This is an optimization exercise on Yosys and OpenROAD, whose aim is small area, a short achievable clock period and few clock cycles, not a production implementation. The RTL of this run was laid out without a check of its function. Power is estimated from default activity; no workload was simulated.

## flow/run.sh

```bash
#!/bin/bash
# synth_recipe.tcl (not shown) runs the flow's synth.tcl, then flattens the netlist and writes it again
# the make line also repeats each setting of config.mk as NAME=value (left out here)
make -C /OpenROAD-flow-scripts/flow DESIGN_CONFIG=/design/flow/config.mk WORK_HOME=/design/flow/orfs CLKGATE_MAP_FILE= SYNTH_SCRIPT=/design/flow/synth_recipe.tcl finish
```

## flow/config.mk

```make
export PLATFORM = sky130hd
export DESIGN_NAME = sbtp_framer
export DESIGN_NICKNAME = sbtp_framer
export VERILOG_FILES = /design/flow/design.v
export SDC_FILE = /design/flow/constraint.sdc
export NUM_CORES = 4
export LEC_CHECK = 0
export CAP_MARGIN = 20
export CORE_MARGIN = 2
export CORE_UTILIZATION = 40
export CTS_CLUSTER_DIAMETER = 80
export CTS_CLUSTER_SIZE = 30
export PLACE_DENSITY = 0.6
export SETUP_SLACK_MARGIN = 5.0
export SLEW_MARGIN = 20
```

## flow/constraint.sdc

```tcl
create_clock -name core_clock -period 8.0 [get_ports {clk}]
set_input_delay 1.6000 -clock core_clock [delete_from_list [all_inputs] [get_ports {clk}]]
set_output_delay 1.6000 -clock core_clock [all_outputs]
set_load 0.01 [all_outputs]
```

## flow/design.v

```verilog
module sbtp_crc8_step (
    input  wire [7:0] crc_in,
    input  wire [7:0] data,
    output wire [7:0] crc_out
);
    wire [7:0] s0 = crc_in ^ data;
    wire [7:0] s1 = s0[7] ? ({s0[6:0], 1'b0} ^ 8'hD5) : {s0[6:0], 1'b0};
    wire [7:0] s2 = s1[7] ? ({s1[6:0], 1'b0} ^ 8'hD5) : {s1[6:0], 1'b0};
    wire [7:0] s3 = s2[7] ? ({s2[6:0], 1'b0} ^ 8'hD5) : {s2[6:0], 1'b0};
    wire [7:0] s4 = s3[7] ? ({s3[6:0], 1'b0} ^ 8'hD5) : {s3[6:0], 1'b0};
    wire [7:0] s5 = s4[7] ? ({s4[6:0], 1'b0} ^ 8'hD5) : {s4[6:0], 1'b0};
    wire [7:0] s6 = s5[7] ? ({s5[6:0], 1'b0} ^ 8'hD5) : {s5[6:0], 1'b0};
    wire [7:0] s7 = s6[7] ? ({s6[6:0], 1'b0} ^ 8'hD5) : {s6[6:0], 1'b0};
    wire [7:0] s8 = s7[7] ? ({s7[6:0], 1'b0} ^ 8'hD5) : {s7[6:0], 1'b0};
    assign crc_out = s8;
endmodule
module sbtp_tx (
    input  wire       clk,
    input  wire       rst,
    input  wire       in_valid,
    output reg        in_ready,
    input  wire [7:0] in_data,
    input  wire       in_last,
    input  wire       in_empty,
    output reg        out_valid,
    input  wire       out_ready,
    input  wire       out_err,
    output reg  [7:0] out_data,
    output reg        done,
    output reg  [1:0] status
);
    localparam [1:0] ST_OK = 2'd0, ST_OVF = 2'd1, ST_TERR = 2'd2;
    localparam QB = 3;               
    localparam FB = 3;               
    reg       hv, sv;
    reg [7:0] hd, sd;
    reg       hl, sl, he, se;
    reg       hc, sc;                
    wire      in_fire = in_valid && in_ready;
    wire      in_ctrl = (in_data == 8'h55) || (in_data == 8'hAA) || (in_data == 8'h5A);
    wire      pop;                   
    always @(posedge clk) begin
        if (rst) begin
            hv <= 1'b0;
            sv <= 1'b0;
            in_ready <= 1'b1;
        end else begin
            if (!hv || pop) begin
                if (sv) begin
                    hd <= sd; hl <= sl; he <= se; hc <= sc; hv <= 1'b1;
                    if (in_fire) begin
                        sd <= in_data; sl <= in_last; se <= in_empty; sc <= in_ctrl;
                    end else begin
                        sv <= 1'b0;
                    end
                end else if (in_fire) begin
                    hd <= in_data; hl <= in_last; he <= in_empty; hc <= in_ctrl; hv <= 1'b1;
                end else begin
                    hv <= 1'b0;
                end
                in_ready <= 1'b1;
                if (sv && in_fire) in_ready <= 1'b0;
            end else if (in_fire) begin
                sd <= in_data; sl <= in_last; se <= in_empty; sc <= in_ctrl; sv <= 1'b1;
                in_ready <= 1'b0;
            end
        end
    end
    localparam PB = 4;               
    reg  [7:0] wph;
    reg  [8:0] wr9;                  
    reg  [8:0] rd9;                  
    reg  [8:0] cur_start9;           
    reg  [7:0] wdist;                
    wire       wen;
    reg  [4:0] tap;
    wire [7:0] tap_data;
    sbtp_ring #(.PB(PB)) u_ring (.clk(clk), .we(wen), .wdata(hd), .wport(wdist[7:PB]),
                                 .tap(tap), .rdata(tap_data));
    wire [8:0] arc     = wr9 - rd9;
    reg        afree;
    reg        palign;               
    wire       can_adv = palign && afree;
    reg  [7:0] q_len   [0:(1<<QB)-1];    
    reg        q_ovf   [0:(1<<QB)-1];
    reg  [QB:0] q_wp, q_sp;          
    wire [QB:0] q_used  = q_wp - q_sp;
    reg         q_space;
    wire        s_avail = (q_sp != q_wp);
    reg  [7:0] elen;
    reg        in_frame;
    reg        drain;
    reg        e254, e255;           
    wire       h_ovf    = e255 || (e254 && hc);    
    wire [7:0] elen_inc = elen + (hc ? 8'd2 : 8'd1);
    reg        w_we, w_pop, w_push, w_pov, w_rew;
    reg  [7:0] w_plen;
    always @(*) begin
        w_we = 1'b0; w_pop = 1'b0; w_push = 1'b0; w_pov = 1'b0; w_rew = 1'b0;
        w_plen = elen_inc;
        if (hv) begin
            if (drain) begin
                w_pop = 1'b1;
                w_push = hl; w_pov = 1'b1;
            end else if (he) begin
                if (q_space) begin
                    w_pop = 1'b1; w_push = 1'b1;
                    w_plen = 8'd0;
                end
            end else if (h_ovf) begin
                w_pop = 1'b1; w_rew = 1'b1;
                w_push = hl; w_pov = 1'b1;
            end else if (can_adv && (in_frame || q_space)) begin
                w_we = 1'b1; w_pop = 1'b1;
                w_push = hl;
            end
        end
    end
    wire [7:0] wdist_next = w_rew ? (wph + 8'd1 - cur_start9[7:0]) :
                            w_we  ? wdist : (wdist + 8'd1);
    assign pop = w_pop;
    assign wen = w_we;
    always @(posedge clk) begin
        if (rst) begin
            wph <= 8'd0;
            wr9 <= 9'd0;
            wdist <= 8'd0;
            palign <= 1'b1;
            cur_start9 <= 9'd0;
            elen <= 8'd0;
            e254 <= 1'b0;
            e255 <= 1'b0;
            afree <= 1'b1;
            q_space <= 1'b1;
            in_frame <= 1'b0;
            drain <= 1'b0;
            q_wp <= 0;
        end else begin
            wph <= wph + 8'd1;
            afree <= (arc < 9'd255);
            q_space <= (q_used < (1 << QB) - 1);
            if (w_rew) wr9 <= cur_start9;
            else if (w_we) wr9 <= wr9 + 9'd1;
            wdist <= wdist_next;
            palign <= (wdist_next[PB-1:0] == 0);
            if (hv) begin
                if (drain) begin
                    if (hl) drain <= 1'b0;
                end else if (he) begin
                end else if (h_ovf) begin
                    in_frame <= 1'b0; elen <= 8'd0;
                    e254 <= 1'b0; e255 <= 1'b0;
                    drain <= !hl;
                end else if (w_we) begin
                    if (!in_frame) cur_start9 <= wr9;
                    in_frame <= !hl;
                    elen <= hl ? 8'd0 : elen_inc;
                    e254 <= !hl && (elen_inc == 8'd254);
                    e255 <= !hl && (elen_inc == 8'd255);
                end
            end
            if (w_push) begin
                q_len[q_wp[QB-1:0]]   <= w_plen;
                q_ovf[q_wp[QB-1:0]]   <= w_pov;
                q_wp <= q_wp + 1'b1;
            end
        end
    end
    reg  [7:0] rstage;               
    reg  [FB:0] f_cnt;
    reg        t_v;                  
    reg  [7:0] t_d;
    wire [8:0] lim9    = in_frame ? cur_start9 : wr9;
    wire       f_space = (f_cnt < (1 << FB));
    wire       t_move  = t_v && f_space;
    wire       at_tap  = (rstage[2:0] == 3'd0);
    wire       r_take  = at_tap && (!t_v || f_space) && (rd9 != lim9);
    always @(*) tap = rstage[7:3];
    always @(posedge clk) begin
        if (rst) begin
            rd9 <= 9'd0;
            rstage <= 8'd255;
            t_v <= 1'b0;
        end else begin
            if (r_take) rd9 <= rd9 + 9'd1;
            else rstage <= rstage + 8'd1;
            if (r_take) t_v <= 1'b1;
            else if (t_move) t_v <= 1'b0;
        end
    end
    always @(posedge clk) begin
        if (r_take) t_d <= tap_data;
    end
    reg  [8:0] f_mem [0:(1<<FB)-1];
    reg  [FB-1:0] f_wp, f_rp;
    wire       f_pop;
    wire       t_ctrl = (t_d == 8'h55) || (t_d == 8'hAA) || (t_d == 8'h5A);
    always @(posedge clk) begin
        if (t_move) f_mem[f_wp] <= {t_ctrl, t_d};
    end
    always @(posedge clk) begin
        if (rst) begin
            f_wp <= 0; f_rp <= 0; f_cnt <= 0;
        end else begin
            if (t_move) f_wp <= f_wp + 1'b1;
            if (f_pop) f_rp <= f_rp + 1'b1;
            case ({t_move, f_pop})
                2'b10:   f_cnt <= f_cnt + 1'b1;
                2'b01:   f_cnt <= f_cnt - 1'b1;
                default: ;
            endcase
        end
    end
    wire       f_ne   = (f_cnt != 0);
    wire [7:0] f_head = f_mem[f_rp][7:0];
    wire       f_ctrl = f_mem[f_rp][8];
    localparam [2:0] S_IDLE = 3'd0, S_LEN = 3'd1, S_DATA = 3'd2,
                     S_CRC = 3'd3, S_AA = 3'd4, S_FLUSH = 3'd5;
    reg  [2:0] sst;
    reg  [7:0] srem;
    reg        s1;                   
    reg        dpend;                
    reg        sesc;                 
    reg  [7:0] scrc;                 
    wire [7:0] scrc_next;
    sbtp_crc8_step u_crc (.crc_in(scrc), .data(f_head), .crc_out(scrc_next));
    wire [QB-1:0] spi   = q_sp[QB-1:0];
    wire       out_fire = out_valid && out_ready;
    wire       o_free   = !out_valid || out_fire;
    wire       abort    = out_fire && out_err && !dpend;
    wire       s_byte   = f_ne && ((sst == S_FLUSH) ? (srem != 8'd0) :
                                   (sst == S_DATA) && !abort && o_free);
    reg        s_pop_q;              
    always @(*) begin
        s_pop_q = 1'b0;
        if (sst == S_FLUSH) begin
            s_pop_q = (srem == 8'd0);
        end else if (!abort && o_free) begin
            case (sst)
                S_IDLE: s_pop_q = s_avail && q_ovf[spi] && !dpend;
                S_AA:   s_pop_q = 1'b1;
                default: ;
            endcase
        end
    end
    assign f_pop = s_byte && (sesc || !f_ctrl);
    always @(posedge clk) begin
        if (rst) begin
            out_valid <= 1'b0;
            out_data <= 8'h00;
            sst <= S_IDLE;
            srem <= 8'd0;
            s1 <= 1'b0;
            dpend <= 1'b0;
            sesc <= 1'b0;
            scrc <= 8'hFF;
            done <= 1'b0;
            status <= ST_OK;
            q_sp <= 0;
        end else begin
            done <= 1'b0;
            if (s_pop_q) q_sp <= q_sp + 1'b1;
            if (out_fire && dpend) begin
                done <= 1'b1;
                status <= out_err ? ST_TERR : ST_OK;
                dpend <= 1'b0;
            end
            if (s_byte && !sesc) scrc <= scrc_next;
            if (s_byte) begin
                srem <= srem - 8'd1;
                s1 <= (srem == 8'd2);
                sesc <= f_ctrl && !sesc;
            end
            if (sst == S_FLUSH) begin
                if (srem == 8'd0) begin
                    done <= 1'b1;
                    status <= ST_TERR;
                    sst <= S_IDLE;
                end
            end else if (abort) begin
                out_valid <= 1'b0;
                sst <= S_FLUSH;
                if (sst == S_LEN) begin
                    srem <= q_len[spi];
                    s1 <= (q_len[spi] == 8'd1);
                end else if (sst != S_DATA) begin
                    srem <= 8'd0;
                end
            end else if (o_free) begin
                out_valid <= 1'b0;
                case (sst)
                    S_IDLE: begin
                        if (s_avail && !q_ovf[spi]) begin
                            out_valid <= 1'b1;
                            out_data <= 8'h55;
                            sst <= S_LEN;
                        end else if (s_avail && !dpend) begin
                            done <= 1'b1;
                            status <= ST_OVF;
                        end
                    end
                    S_LEN: begin
                        out_valid <= 1'b1;
                        out_data <= q_len[spi];
                        srem <= q_len[spi];
                        s1 <= (q_len[spi] == 8'd1);
                        scrc <= 8'hFF;
                        sst <= (q_len[spi] == 8'd0) ? S_CRC : S_DATA;
                    end
                    S_DATA: begin
                        if (f_ne) begin
                            out_valid <= 1'b1;
                            out_data <= sesc ? (f_head ^ 8'h42) : (f_ctrl ? 8'h5A : f_head);
                            if (s1) sst <= S_CRC;
                        end
                    end
                    S_CRC: begin
                        out_valid <= 1'b1;
                        out_data <= ~scrc;
                        sst <= S_AA;
                    end
                    S_AA: begin
                        out_valid <= 1'b1;
                        out_data <= 8'hAA;
                        dpend <= 1'b1;
                        sst <= S_IDLE;
                    end
                    default: sst <= S_IDLE;
                endcase
            end
        end
    end
endmodule
module sbtp_rx (
    input  wire       clk,
    input  wire       rst,
    input  wire       in_valid,
    output reg        in_ready,
    input  wire [7:0] in_data,
    input  wire       in_err,
    output reg        res_valid,
    output reg  [1:0] res_status,
    output reg  [7:0] res_len,
    output reg        out_valid,
    input  wire       out_ready,
    output reg  [7:0] out_data,
    output reg        out_last
);
    localparam [1:0] ST_OK = 2'd0, ST_FMT = 2'd1, ST_CRC = 2'd2, ST_TERR = 2'd3;
    localparam QB = 2;               
    localparam R_HUNT = 0, R_LEN = 1, R_DATA = 2, R_ESC = 3, R_CRC = 4, R_END = 5;
    reg       hv, sv;
    reg [7:0] hd, sd;
    reg       he, se;
    reg [2:0] hf, sf;                
    wire      in_fire = in_valid && in_ready;
    wire [2:0] in_f   = {in_data == 8'hAA, in_data == 8'h5A, in_data == 8'h55};
    wire      pop;
    always @(posedge clk) begin
        if (rst) begin
            hv <= 1'b0;
            sv <= 1'b0;
            in_ready <= 1'b1;
        end else begin
            if (!hv || pop) begin
                if (sv) begin
                    hd <= sd; he <= se; hf <= sf; hv <= 1'b1;
                    if (in_fire) begin
                        sd <= in_data; se <= in_err; sf <= in_f;
                    end else begin
                        sv <= 1'b0;
                    end
                end else if (in_fire) begin
                    hd <= in_data; he <= in_err; hf <= in_f; hv <= 1'b1;
                end else begin
                    hv <= 1'b0;
                end
                in_ready <= !(sv && in_fire);
            end else if (in_fire) begin
                sd <= in_data; se <= in_err; sf <= in_f; sv <= 1'b1;
                in_ready <= 1'b0;
            end
        end
    end
    reg  [7:0] wph;
    reg  [8:0] wr9;
    reg  [8:0] rd9;
    reg  [8:0] cur_start9;
    localparam PB = 5;               
    reg  [7:0] wdist;                
    wire       wen;
    localparam TB = 4;               
    reg  [7-TB:0] tap;
    wire [7:0] tap_data;
    sbtp_ring #(.PB(PB), .TB(TB)) u_ring (.clk(clk), .we(wen), .wdata(hd), .wport(wdist[7:PB]),
                                 .tap(tap), .rdata(tap_data));
    wire [8:0] arc     = wr9 - rd9;
    reg        afree;
    reg        palign;               
    wire       can_adv = palign && afree;
    reg  [8:0] q_start [0:(1<<QB)-1];
    reg  [7:0] q_len   [0:(1<<QB)-1];
    reg  [QB:0] q_wp, q_rp;
    wire [QB:0] q_used  = q_wp - q_rp;
    wire        q_space = !q_used[QB];
    wire        r_avail = (q_rp != q_wp);
    reg  [5:0] ps;
    reg  [7:0] rcnt;
    reg  [7:0] flen;
    reg  [7:0] plen;
    reg  [7:0] crc;
    reg        r1;                   
    reg        cmatch;               
    reg        pnz;                  
    wire       counted  = ps[R_DATA] || ps[R_ESC];
    wire       h_esc    = hf[1];
    wire [7:0] app_byte = ps[R_ESC] ? (hd ^ 8'h42) : hd;
    wire [7:0] crc_next;
    sbtp_crc8_step u_crc (.crc_in(crc), .data(app_byte), .crc_out(crc_next));
    wire       p_take = hv && (he || (counted ? can_adv : (!ps[R_END] || q_space)));
    wire       p_wr   = hv && !he && counted && can_adv;
    assign pop = p_take;
    assign wen = p_wr;
    wire       q_push = p_take && !he && ps[R_END] && hf[2] && cmatch && pnz;
    wire       w_adv  = counted ? p_wr : can_adv;
    wire [8:0] wr9_inc  = wr9 + 9'd1;
    wire [8:0] wr9_next = w_adv ? wr9_inc : wr9;
    always @(posedge clk) begin
        if (rst) begin
            ps <= 6'd1 << R_HUNT;
            wph <= 8'd0;
            wr9 <= 9'd0;
            wdist <= 8'd0;
            palign <= 1'b1;
            cur_start9 <= 9'd0;
            rcnt <= 8'd0;
            flen <= 8'd0;
            plen <= 8'd0;
            crc <= 8'hFF;
            r1 <= 1'b0;
            cmatch <= 1'b0;
            pnz <= 1'b0;
            afree <= 1'b1;
            res_valid <= 1'b0;
            res_status <= ST_OK;
            res_len <= 8'd0;
            q_wp <= 0;
        end else begin
            wph <= wph + 8'd1;
            wr9 <= wr9_next;
            afree <= (arc < 9'd255);
            if (!w_adv) wdist <= wdist + 8'd1;
            palign <= w_adv ? palign : (wdist[PB-1:0] == {PB{1'b1}});
            if (ps[R_HUNT] || ps[R_LEN])
                cur_start9 <= can_adv ? wr9_inc : wr9;
            res_valid <= 1'b0;
            if (p_take && he) begin
                res_valid  <= 1'b1;
                res_status <= ST_TERR;
                res_len    <= 8'd0;
                ps        <= 6'd1 << R_HUNT;
            end else if (p_take) begin
                case (1'b1)
                    ps[R_HUNT]: begin
                        if (hf[0]) ps <= 6'd1 << R_LEN;
                    end
                    ps[R_LEN]: begin
                        rcnt <= hd;
                        r1   <= (hd == 8'd1);
                        flen <= hd;
                        plen <= 8'd0;
                        pnz  <= 1'b0;
                        crc  <= 8'hFF;
                        ps   <= (hd == 8'd0) ? (6'd1 << R_CRC) : (6'd1 << R_DATA);
                    end
                    ps[R_DATA]: begin
                        rcnt <= rcnt - 8'd1;
                        r1   <= (rcnt == 8'd2);
                        if (h_esc) begin
                            if (r1) begin
                                res_valid  <= 1'b1;
                                res_status <= ST_FMT;
                                res_len    <= 8'd0;
                                ps        <= 6'd1 << R_HUNT;
                            end else begin
                                ps <= 6'd1 << R_ESC;
                            end
                        end else begin
                            plen <= plen + 8'd1;
                            pnz  <= 1'b1;
                            crc  <= crc_next;
                            ps   <= r1 ? (6'd1 << R_CRC) : (6'd1 << R_DATA);
                        end
                    end
                    ps[R_ESC]: begin
                        rcnt <= rcnt - 8'd1;
                        r1   <= (rcnt == 8'd2);
                        plen <= plen + 8'd1;
                        pnz  <= 1'b1;
                        crc  <= crc_next;
                        ps   <= r1 ? (6'd1 << R_CRC) : (6'd1 << R_DATA);
                    end
                    ps[R_CRC]: begin
                        cmatch <= ((~crc) == hd);
                        ps  <= 6'd1 << R_END;
                    end
                    ps[R_END]: begin
                        res_valid <= 1'b1;
                        res_len   <= 8'd0;
                        ps       <= 6'd1 << R_HUNT;
                        if (!hf[2]) begin
                            res_status <= ST_FMT;
                        end else if (!cmatch) begin
                            res_status <= ST_CRC;
                        end else begin
                            res_status <= ST_OK;
                            res_len    <= plen;
                        end
                    end
                    default: ps <= 6'd1 << R_HUNT;
                endcase
            end
            if (q_push) begin
                q_start[q_wp[QB-1:0]] <= cur_start9;
                q_len[q_wp[QB-1:0]]   <= flen;
                q_wp <= q_wp + 1'b1;
            end
        end
    end
    reg        ractive;
    reg  [7:0] rstage;
    reg  [7:0] rrem;
    reg        rr1;                  
    reg        u_v, u_l, u_5a, uesc;
    reg  [7:0] u_d;
    wire       o_free  = !out_valid || out_ready;
    wire       u_pref  = !uesc && u_5a;
    wire       u_move  = u_v && (u_pref || o_free);
    wire       at_tap  = (rstage[TB-1:0] == 0);
    wire       r_take  = ractive && at_tap && (!u_v || u_move);
    wire       r_fin   = r_take && rr1;
    wire       r_load  = r_avail && (!ractive || r_fin);
    wire [QB-1:0] rpi  = q_rp[QB-1:0];
    always @(*) tap = rstage[7:TB];
    always @(posedge clk) begin
        if (rst) begin
            ractive <= 1'b0;
            rd9 <= 9'd0;
            rstage <= 8'd0;
            rrem <= 8'd0;
            rr1 <= 1'b0;
            q_rp <= 0;
            u_v <= 1'b0;
            uesc <= 1'b0;
        end else begin
            if (u_move) uesc <= u_pref;
            if (r_take) begin
                u_v <= 1'b1;
                u_d <= tap_data;
                u_5a <= (tap_data == 8'h5A);
                u_l <= rr1;
            end else if (u_move) begin
                u_v <= 1'b0;
            end
            if (r_load) begin
                q_rp <= q_rp + 1'b1;
                ractive <= 1'b1;
                rd9 <= q_start[rpi];
                rstage <= wph - q_start[rpi][7:0];
                rrem <= q_len[rpi];
                rr1 <= (q_len[rpi] == 8'd1);
            end else if (r_take) begin
                rd9 <= rd9 + 9'd1;
                rrem <= rrem - 8'd1;
                rr1 <= (rrem == 8'd2);
                if (r_fin) ractive <= 1'b0;
            end else if (ractive) begin
                rstage <= rstage + 8'd1;
            end else begin
                rd9 <= cur_start9;
            end
        end
    end
    always @(posedge clk) begin
        if (rst) begin
            out_valid <= 1'b0;
        end else if (o_free) begin
            out_valid <= u_v && !u_pref;
            out_data  <= uesc ? (u_d ^ 8'h42) : u_d;
            out_last  <= u_l;
        end
    end
endmodule
module sbtp_framer (
    input  wire       clk,
    input  wire       rst,
    input  wire       tx_in_valid,
    output wire       tx_in_ready,
    input  wire [7:0] tx_in_data,
    input  wire       tx_in_last,
    input  wire       tx_in_empty,
    output wire       tx_out_valid,
    input  wire       tx_out_ready,
    input  wire       tx_out_err,
    output wire [7:0] tx_out_data,
    output wire       tx_done,
    output wire [1:0] tx_status,
    input  wire       rx_in_valid,
    output wire       rx_in_ready,
    input  wire [7:0] rx_in_data,
    input  wire       rx_in_err,
    output wire       rx_res_valid,
    output wire [1:0] rx_res_status,
    output wire [7:0] rx_res_len,
    output wire       rx_out_valid,
    input  wire       rx_out_ready,
    output wire [7:0] rx_out_data,
    output wire       rx_out_last
);
    sbtp_tx u_tx (
        .clk       (clk),
        .rst       (rst),
        .in_valid  (tx_in_valid),
        .in_ready  (tx_in_ready),
        .in_data   (tx_in_data),
        .in_last   (tx_in_last),
        .in_empty  (tx_in_empty),
        .out_valid (tx_out_valid),
        .out_ready (tx_out_ready),
        .out_err   (tx_out_err),
        .out_data  (tx_out_data),
        .done      (tx_done),
        .status    (tx_status)
    );
    sbtp_rx u_rx (
        .clk        (clk),
        .rst        (rst),
        .in_valid   (rx_in_valid),
        .in_ready   (rx_in_ready),
        .in_data    (rx_in_data),
        .in_err     (rx_in_err),
        .res_valid  (rx_res_valid),
        .res_status (rx_res_status),
        .res_len    (rx_res_len),
        .out_valid  (rx_out_valid),
        .out_ready  (rx_out_ready),
        .out_data   (rx_out_data),
        .out_last   (rx_out_last)
    );
endmodule
module sbtp_ring #(
    parameter PB = 4,
    parameter TB = 3
) (
    input  wire        clk,
    input  wire        we,
    input  wire [7:0]  wdata,
    input  wire [7-PB:0] wport,   
    input  wire [7-TB:0] tap,     
    output wire [7:0]  rdata
);
    reg  [2047:0] r;
    wire [2047:0] prev = {r[2039:0], r[2047:2040]};
    genvar s;
    generate
        for (s = 0; s < 256; s = s + 1) begin : g_stage
            if ((s % (1 << PB)) == 0) begin : g_port
                always @(posedge clk)
                    r[s*8 +: 8] <= (we && (wport == (s >> PB))) ? wdata : prev[s*8 +: 8];
            end else begin : g_shift
                always @(posedge clk)
                    r[s*8 +: 8] <= prev[s*8 +: 8];
            end
        end
    endgenerate
    assign rdata = r[{tap, {TB{1'b0}}, 3'd0} +: 8];
endmodule
```

==> flow_metrics.env <==
export IMPL_worst_r2r_setup_slack_ns=5.03
export IMPL_grt_overflow_total=0
export IMPL_fin_nets=6989
export IMPL_finalHoldViolations=0
export IMPL_root_buffer="clkbuf_16"
export IMPL_power_density_mw_per_mm2=293
export IMPL_seq_area_frac_synth=0.853
export IMPL_synth_top_area_frac=0.777
export IMPL_period_minus_slack_ns=2.99
export IMPL_postCtsHoldBufs=0
export IMPL_portBuffers=60
export IMPL_multiInputGateArea_mm2=0.0160
export IMPL_timing_final_crit_share=0.373
export IMPL_cp_required_ns=6.40
export IMPL_setup_tns_ns=0
export IMPL_synth_compound_area_frac=0.0212
export IMPL_cp_cell_sequence="buf_2"
export IMPL_fp_coreArea_mm2=0.279
export IMPL_r2r_start="u_tx.hv"
export IMPL_fp_row_count=194
export IMPL_ys_ff_latch=4638
export IMPL_cts_tree="built"
export IMPL_antenna_found_initial=12
export IMPL_critical_path_max_stage_delay_ns=0.40
export IMPL_place_congestion=0.782
export IMPL_slew_violations=0
export IMPL_synth_area_mm2=0.112
export IMPL_ff2ff_path_depth=6
export IMPL_initial_core_util=0.402
export IMPL_clkLatencyLatePin_ns=0.88
export IMPL_yosysUniqueCellTypes=80
export IMPL_crit_arrival_ns=1.39
export IMPL_grt_pass1_wl_um=266000
export IMPL_crit_end="rx_out_data[6]"
export IMPL_synth_xor_area_frac=0.0147
export IMPL_drt_iter0_markers=2989
export IMPL_slew_headroom=0.259
export IMPL_numCtsBuffers=189
export IMPL_clock_skew_ns=0.0578
export IMPL_cp_num_buf_inv=1
export IMPL_die_h_um=534
export IMPL_drc=0
export IMPL_synth_adder_area_share=0.00904
export IMPL_status="timing/DRC/antenna clean"
export IMPL_firstDrtPassIters=7
export IMPL_yosys_top_cells_count="dfxtp_1 (4353), edfxtp_1 (285), nor2_1 (256)"
export IMPL_avgSynthCellArea_um2=16.7
export IMPL_register_area_mm2=0.0958
export IMPL_syn_nets=6806
export IMPL_cp_end_kind="primary output"
export IMPL_start_kind="register"
export IMPL_critPathTopFamily="flip-flops"
export IMPL_yosys_area_share_simple=0.0322
export IMPL_ir_drop_v=0.000152
export IMPL_power_total_w=0.0362
export IMPL_numClockSinks=4638
export IMPL_rsz0062_at_grt="yes"
export IMPL_cp_slowest_cell="edfxtp_1"
export IMPL_async_reset_ff_frac=0
export IMPL_synth_top_family_by_area="multiplexers"
export IMPL_ys_flop_type="dfxtp_1"
export IMPL_track_usage=0.119
export IMPL_yosys_area_top_type="dfxtp_1"
export IMPL_crit_path_start="u_rx.out_data[6]"
export IMPL_finalNonFillerCells=10700
export IMPL_syn_inst=6704
export IMPL_ant_nets=0
export IMPL_post_dp_hpwl_um=104000
export IMPL_grt_pass1_vias=45200
export IMPL_dp_cells=10400
export IMPL_tightestPinTransition_ns=1.11
export IMPL_crit_type="reg -> out"
export IMPL_cap_violations=0
export IMPL_die_area_mm2=0.285
export IMPL_pin_count=61
export IMPL_finalWirelength_um=173000
export IMPL_synth_edf_count=285
export IMPL_yosysMostFrequentCell="dfxtp_1"
export IMPL_drive_gt1_frac=0.125
export IMPL_grt_max_degree=89
export IMPL_p_leak_nw=46.7
export IMPL_cts_max_path_buffers=4
export IMPL_die_w_um=534
export IMPL_path_depth=1
export IMPL_fmax_mhz=335
export IMPL_clk_pin_slew_worst_paths_ns=0.10
export IMPL_wl_per_cell_um=16.2
export IMPL_holdCritPathClass="reg -> reg"
export IMPL_yosys_warnings=4
export IMPL_setup_viol=0
export IMPL_synth_area_top_cells="dfxtp_1 (78%), edfxtp_1 (7.6%), mux4_2 (3.4%), mux2_2 (2.2%), nor2_1 (0.86%)"
export IMPL_fillers=24300
export IMPL_worst_path_max_fanout=1
export IMPL_area_growth_syn_to_layout_pct=9.99
export IMPL_cts_max_level=4
export IMPL_via_per_inst=4.30
export IMPL_via_count=45900
export IMPL_synthMuxAreaShare=0.0614
export IMPL_rr_endpoint="u_tx.u_ring.r[2]"
## logic make-up (layout without fill, tap and decap cells)
kind of cell / Yosys count / after routing
AOI/OAI and AO/OA: 385 / 386
DFF: 4638 / 4638
muxes: 438 / 438
other: 0 / 7
buffers and inverters: 234 / 474
adders and majority gates: 77 / 77
xor gates and xnor gates: 181 / 181
and+or+nand+nor: 751 / 753
## stage by stage
| stage | setup slack, ns | util | hold slack, ns | instance area [µm²] |
|---|---|---|---|---|
| 2_1_floorplan | 4.61 | - | 0.310 | 112000 |
| 3_3_place_gp | 3.71 | 0.420 | 0.310 | 117000 |
| 3_5_place_dp | 3.73 | 0.420 | 0.312 | 117000 |
| 4_1_cts | 4.71 | 0.440 | 0.281 | 123000 |
| 5_1_grt | 4.87 | 0.442 | 0.294 | 123000 |
| 6_report | 5.01 | 0.442 | 0.294 | 123000 |
## power by group
| part | leakage (nW) | switching [W] | total (W) | internal, W |
|---|---|---|---|---|
| logic | 6.44 | 0.000700 | 0.00125 | 0.000552 |
| registers | 37.7 | 0.000267 | 0.0238 | 0.0235 |
| clock network | 2.61 | 0.00663 | 0.0112 | 0.00455 |
| total | 46.7 | 0.00760 | 0.0362 | 0.0286 |
## state kept, by name (all words and copies together), names as in the netlist, 9 cells and up, named ones only
signal / flops
u_rx.q_start: 36
u_rx.rd9: 9
u_rx.u_ring.r: 2048
u_rx.wr9: 9
u_rx.q_len: 32
u_tx.cur_start9: 9
u_tx.f_mem: 72
u_rx.cur_start9: 9
u_tx.q_len: 64
u_tx.rd9: 9
u_tx.wr9: 9
u_tx.u_ring.r: 2048
## area by class of cell
class / count / area share
well taps: 3724 / 0.0378
clock buffers: 221 / 0.0396
diodes: 7 / 0.000142
inverters: 86 / 0.00265
flip-flops and latches: 4638 / 0.776
repair buffers: 137 / 0.0100
clock inverters: 30 / 0.00386
multi-input cells: 1835 / 0.130
## cells in the final DEF, fill, tap and decap left out, types with 10 or more instances in the layout
cell type,count
a21oi_1,119
nor2b_1,26
a221oi_1,13
o21ai_0,92
mux2i_1,38
xnor2_1,99
mux2_2,221
nor2_2,12
clkbuf_1,29
a211oi_1,29
ha_1,67
edfxtp_1,285
nor4_1,18
nor3_1,38
dfxtp_1,4318
buf_6,11
nor2_1,238
buf_2,27
nand2_1,164
mux4_2,171
o211ai_1,15
clkdlybuf4s50_1,22
and3_1,30
nand2b_1,32
a22oi_1,17
nand3b_1,10
clkbuf_16,190
nand3_1,58
inv_1,85
a21o_1,12
dfxtp_2,26
xor2_1,76
nand4_1,16
nand2_2,12
buf_4,60
a31oi_1,17
or3_1,15
buf_12,11
## what timing repair did
| item | 4_1_cts | 5_1_grt |
|---|---|---|
| setup buffers | 17 | 29 |
| endpoints found under the setup margin | 310 | 295 |
| gates cloned | 0 | 3 |
| resized for setup | 220 | 62 |
| pin swaps | 3 | 14 |
## routing by layer
metal	share of wire	vias up	track usage
li1	-	22500	-
met1	0.52	22400	0.180
met2	0.42	638	0.176
met3	0.039	307	0.0194
met4	0.024	0	0.0329
met5	0	-	0
## worst register-to-register path: cells and delay by family (launching register included)
kind                   cells  cell delay, ns
buffers and inverters      1            0.27
DFF                        1            0.61
muxes                      1            0.48
and+or+nand+nor            4            1.49
## worst min-delay path by stage
| stage | start | end | slack (ns) | cells past startpoint |
|---|---|---|---|---|
| 2_1_floorplan | u_rx.u_ring.r[992] | u_rx.u_ring.r[1000] | 0.31 | 0 |
| 3_3_place_gp | u_tx.u_ring.r[1359] | u_tx.u_ring.r[1367] | 0.31 | 0 |
| 3_5_place_dp | u_rx.u_ring.r[1560] | u_rx.u_ring.r[1568] | 0.31 | 0 |
| 4_1_cts | u_rx.u_ring.r[1945] | u_rx.u_ring.r[1953] | 0.28 | 0 |
| 5_1_grt | u_rx.u_ring.r[1945] | u_rx.u_ring.r[1953] | 0.29 | 0 |
| 6_report | u_rx.u_ring.r[345] | u_rx.u_ring.r[353] | 0.29 | 0 |

==> what the ideal ports hide <==
How much do the figures lean on ideal ports? The routed layout below was timed once more, with nothing changed but the port constraints. Step 1 (the two cells are an assumption about what drives the block):
set clk [get_ports {clk}]
set_driving_cell -lib_cell sky130_fd_sc_hd__clkbuf_16 $clk
set_driving_cell -lib_cell sky130_fd_sc_hd__buf_2 [delete_from_list [all_inputs] $clk]
Step 2 adds t to the input delays and takes it off the output delays; t is the mean of the earliest and latest rising clock arrival at the registers after step 1. Input paths then give back, and output paths get back, about the clock's delay inside the block. a / b / c = ideal / step 1 / step 2; a / b = the first two.
t (ns): 0.930
setup WS [ns]: 5.015 / 4.933 / 4.214
worst data-port slew with drivers (ns): 0.23
After both steps this run still meets setup and hold. The setup slack of this run moves by -0.082 ns with the drivers and by -0.801 ns with both steps.
